What follows belongs to an exercise in optimizing a design on an open flow for small area, a short achievable clock period and few clock cycles per item; a production flow would make more cautious choices.
In this exercise RTL edits were held to simulation tests only and were not proved equivalent to the original.

// decconv_enc
module decconv_enc (
  input  wire         clk,
  input  wire         rst_n,
  input  wire         start,
  input  wire         w128,
  input  wire [5:0]   scale,
  input  wire [127:0] a,
  output wire         busy,
  output reg          done,
  output reg          fault,
  output reg  [5:0]   len,
  output wire [327:0] text
);
  localparam integer K   = 8;                  
  localparam integer NW  = (128 + K - 1) / K;  
  localparam integer NB  = NW * K;             
  localparam integer W32 = (32 + K - 1) / K;   
  localparam integer PW  = (NW > 16) ? 5 : 4;  
  localparam [1:0] ST_IDLE  = 2'd0,
                   ST_FETCH = 2'd1,
                   ST_DAB   = 2'd2,
                   ST_FIN   = 2'd3;
  reg [1:0]    state;
  reg [127:0]  b;         
  reg          w_r;
  reg          neg;
  reg [5:0]    s_r;
  reg [PW-1:0] p;         
  reg          lastw;     
  reg [K-1:0]  w;         
  reg [5:0]    c;         
  reg          uflag;     
  reg [5:0]    ds;        
  reg [163:0]  r;         
  assign busy = (state != ST_IDLE);
  wire neg_in = w128 ? a[127] : a[31];
  reg [NB-1:0] ax;
  ...
Settings: LEC_CHECK=0, ABC_AREA=1, CAP_MARGIN=20, CORE_MARGIN=2, CORE_UTILIZATION=40, SLEW_MARGIN=20, SYNTH_MEMORY_MAX_BITS=16384; clock period 10.0 ns.
run.sh (not shown) runs the stock make flow with config.mk's settings and CLKGATE_MAP_FILE= SYNTH_SCRIPT=/design/flow/synth_recipe.tcl, a recipe that flattens the netlist after the stock synthesis.
Testbench counts at the start, summed over its fixed seeds: cycles 9,750, items 960.
Then changed:
--- a/flow/design.v
+++ b/flow/design.v
@@ -271,39 +271,33 @@
           for (i4 = 0; i4 < NT; i4 = i4 + 1)
             th[i4] = (th_f(pp, i4) == 0) ? 0 : th_f(pp, i4) - ng;
           for (i4 = 0; i4 <= NT; i4 = i4 + 1)
             ckc[i4] = 40 - nd_f(pp * K + K + 1) + i4;
         end
   end
   wire [5:0] ys1 = 6'd39 - s_r;
   reg  [5:0] cand [0:NT];
-  reg  [39:0] ohc [0:NT];
   reg  [NT:0] ltk;
   reg  [NT:0] sel;
-  reg  [39:0] inj_new;
   reg  [5:0] c_new;
   reg        nd_gt;
-  integer    kk, ks;
+  integer    kk;
   always @(*) begin
     for (kk = 0; kk <= NT; kk = kk + 1) begin
       ltk[kk]  = (ckc[kk] < ys1);
       cand[kk] = (ltk[kk] ? ckc[kk] : ys1) - {5'd0, neg};
-      for (ks = 0; ks < 40; ks = ks + 1)
-        ohc[kk][ks] = (cand[kk] == ks);
       sel[kk]  = (kk == NT || hp >= th[NT-1-kk]) && (kk == 0 || hp < th[NT-kk]);
     end
-    inj_new = 40'd0;
-    c_new   = 6'd0;
-    nd_gt   = 1'b0;
+    c_new = 6'd0;
+    nd_gt = 1'b0;
     for (kk = 0; kk <= NT; kk = kk + 1)
       if (sel[kk]) begin
-        inj_new = inj_new | ohc[kk];
-        c_new   = c_new | cand[kk];
-        nd_gt   = nd_gt | ltk[kk];
+        c_new = c_new | cand[kk];
+        nd_gt = nd_gt | ltk[kk];
       end
   end
   function [3:0] stp(input [3:0] s, input cin);
     reg h, q, y1, y0;
     begin
       {h, q, y1, y0} = s;
       stp[3] = (q & y1 & cin) | (~h & q & y1) | (~h & y1 & cin) | (h & ~y1 & ~y0) | (~h & y0);
       stp[2] = cin;
@@ -338,34 +332,28 @@
         cy = x[4*k+3];
       end
       x = xn;
     end
   end
   wire u = uflag & (neg ? (r[155:152] == 4'd0) : (r[159:156] == 4'd0));
   reg [40:0]  gt;       
   reg [40:0]  f;
-  reg [40:0]  pf;
-  reg [40:0]  vfin;
   reg [5:0]   e;
   reg [163:0] rf;
   reg [3:0]   src0, src1, src2;
-  integer s, d;
+  integer s;
   always @(*) begin
     for (s = 0; s < 41; s = s + 1)
       gt[s] = (s > ds);
     for (s = 0; s < 41; s = s + 1)
       f[s] = ((s < 40) && (r[4*s +: 4] != 4'd0) && !gt[s] && (s != ds)) || (s == ds + 1);
     e = 6'd40;
     for (s = 40; s >= 0; s = s - 1)
       if (f[s]) e = s[5:0];
-    pf = f;
-    for (d = 1; d < 41; d = d * 2)
-      pf = pf | (pf << d);
-    vfin = u ? (pf << 1) : pf;
     for (s = 0; s < 41; s = s + 1) begin
       src0 = (s < 40) ? r[4*s +: 4] : 4'd0;
       src1 = (s >= 1) ? r[4*(s-1) +: 4] : 4'd0;
       src2 = (s >= 2) ? r[4*(s-2) +: 4] : 4'd0;
       if (s == 40 && neg)
         rf[4*s +: 4] = C_MINUS;
       else if (!u) begin
         if (gt[s])          rf[4*s +: 4] = src1;
@@ -374,42 +362,40 @@
       end else begin
         if ((s >= 1) && gt[s-1])  rf[4*s +: 4] = src2;
         else if (gt[s])           rf[4*s +: 4] = C_DOT;
         else                      rf[4*s +: 4] = src1;
       end
     end
   end
   wire [5:0] len_fin = 6'd41 - {5'd0, u} - e;
-  reg  [40:0] vm;       
+  integer kr;
   always @(posedge clk) begin
     if (!rst_n) begin
       state <= ST_IDLE;
       done  <= 1'b0;
     end else begin
       done <= 1'b0;
       case (state)
         ST_IDLE: begin
           if (start) begin
             if (bad_s) begin
               fault <= 1'b1;
               len   <= 6'd0;
-              vm    <= 41'd0;
               done  <= 1'b1;
             end else begin
               fault <= 1'b0;
               state <= ST_FETCH;
             end
           end
         end
         ST_FETCH: state <= ST_DAB;
         ST_DAB:   if (lastw) state <= ST_FIN;
         default: begin
           len   <= len_fin;
-          vm    <= vfin;
           done  <= 1'b1;
           state <= ST_IDLE;
         end
       endcase
     end
   end
   always @(posedge clk) begin
     case (state)
@@ -419,33 +405,46 @@
         neg <= neg_in;
         s_r <= scale;
         p   <= p0;
       end
       ST_FETCH: begin
         w     <= mw;
         lastw <= (p == {PW{1'b0}});
         p     <= p - 1'b1;
-        inj   <= inj_new;
         c     <= c_new;
+        for (kr = 0; kr < 40; kr = kr + 1)
+          inj[kr] <= (c_new == kr);
         uflag <= nd_gt;
         r     <= 164'd0;
       end
       ST_DAB: begin
         w     <= mw;
         lastw <= (p == {PW{1'b0}});
         p     <= p - 1'b1;
         ds    <= c + s_r;
         r[159:0] <= x;
       end
       default: begin
         r <= rf;
       end
     endcase
   end
+  reg [5:0] gth, eqh;
+  reg [7:0] gtl;
+  integer hh;
+  always @(*) begin
+    for (hh = 0; hh < 6; hh = hh + 1) begin
+      gth[hh] = (len[5:3] > hh);
+      eqh[hh] = (len[5:3] == hh);
+    end
+    for (hh = 0; hh < 8; hh = hh + 1)
+      gtl[hh] = (len[2:0] > hh);
+  end
   genvar gi;
   generate
     for (gi = 0; gi < 41; gi = gi + 1) begin : g_txt
       wire [4:0] ch = chr(r[4*(40-gi) +: 4]);
-      assign text[8*gi +: 8] = vm[40-gi] ? {2'b00, 1'b1, ch} : 8'h00;
+      wire       v  = gth[gi / 8] | (eqh[gi / 8] & gtl[gi % 8]);
+      assign text[8*gi +: 8] = v ? {2'b00, 1'b1, ch} : 8'h00;
     end
   endgenerate
 endmodule
=>
- setup slack loses 0.42 ns
- die area falls by 4.3%
- critical path depth goes down by 15
- wire length is lower by 7.4%
- final cell count shrinks by 5.7%
- sequential share of layout area falls by 1.2 points
Testbench counts after the change, summed over its fixed seeds: cycles 9,750, items 960.

==> port drivers added, routing unchanged <==
The results above use ideal ports. As a check the final layouts listed here were re-extracted and re-timed, cells and wires unchanged. Step 1 assumes that a clkbuf_16 drives the clock port and a buf_2 every other input. Step 2, shift: input delay + t, output delay - t, t = (earliest + latest rising clock arrival at the registers) / 2. This alone moves slack from input paths to output paths. Three values: ideal, step 1, step 2; two values: the first two.
run | t, ns | setup slack, ns | pins driven straight from the clock port
the first run | 0.701 | 3.678 / 3.678 / 3.678 | 1
the second run | 0.713 | 3.256 / 3.189 / 3.728 | 1
After both steps setup and hold are still met in every run listed.
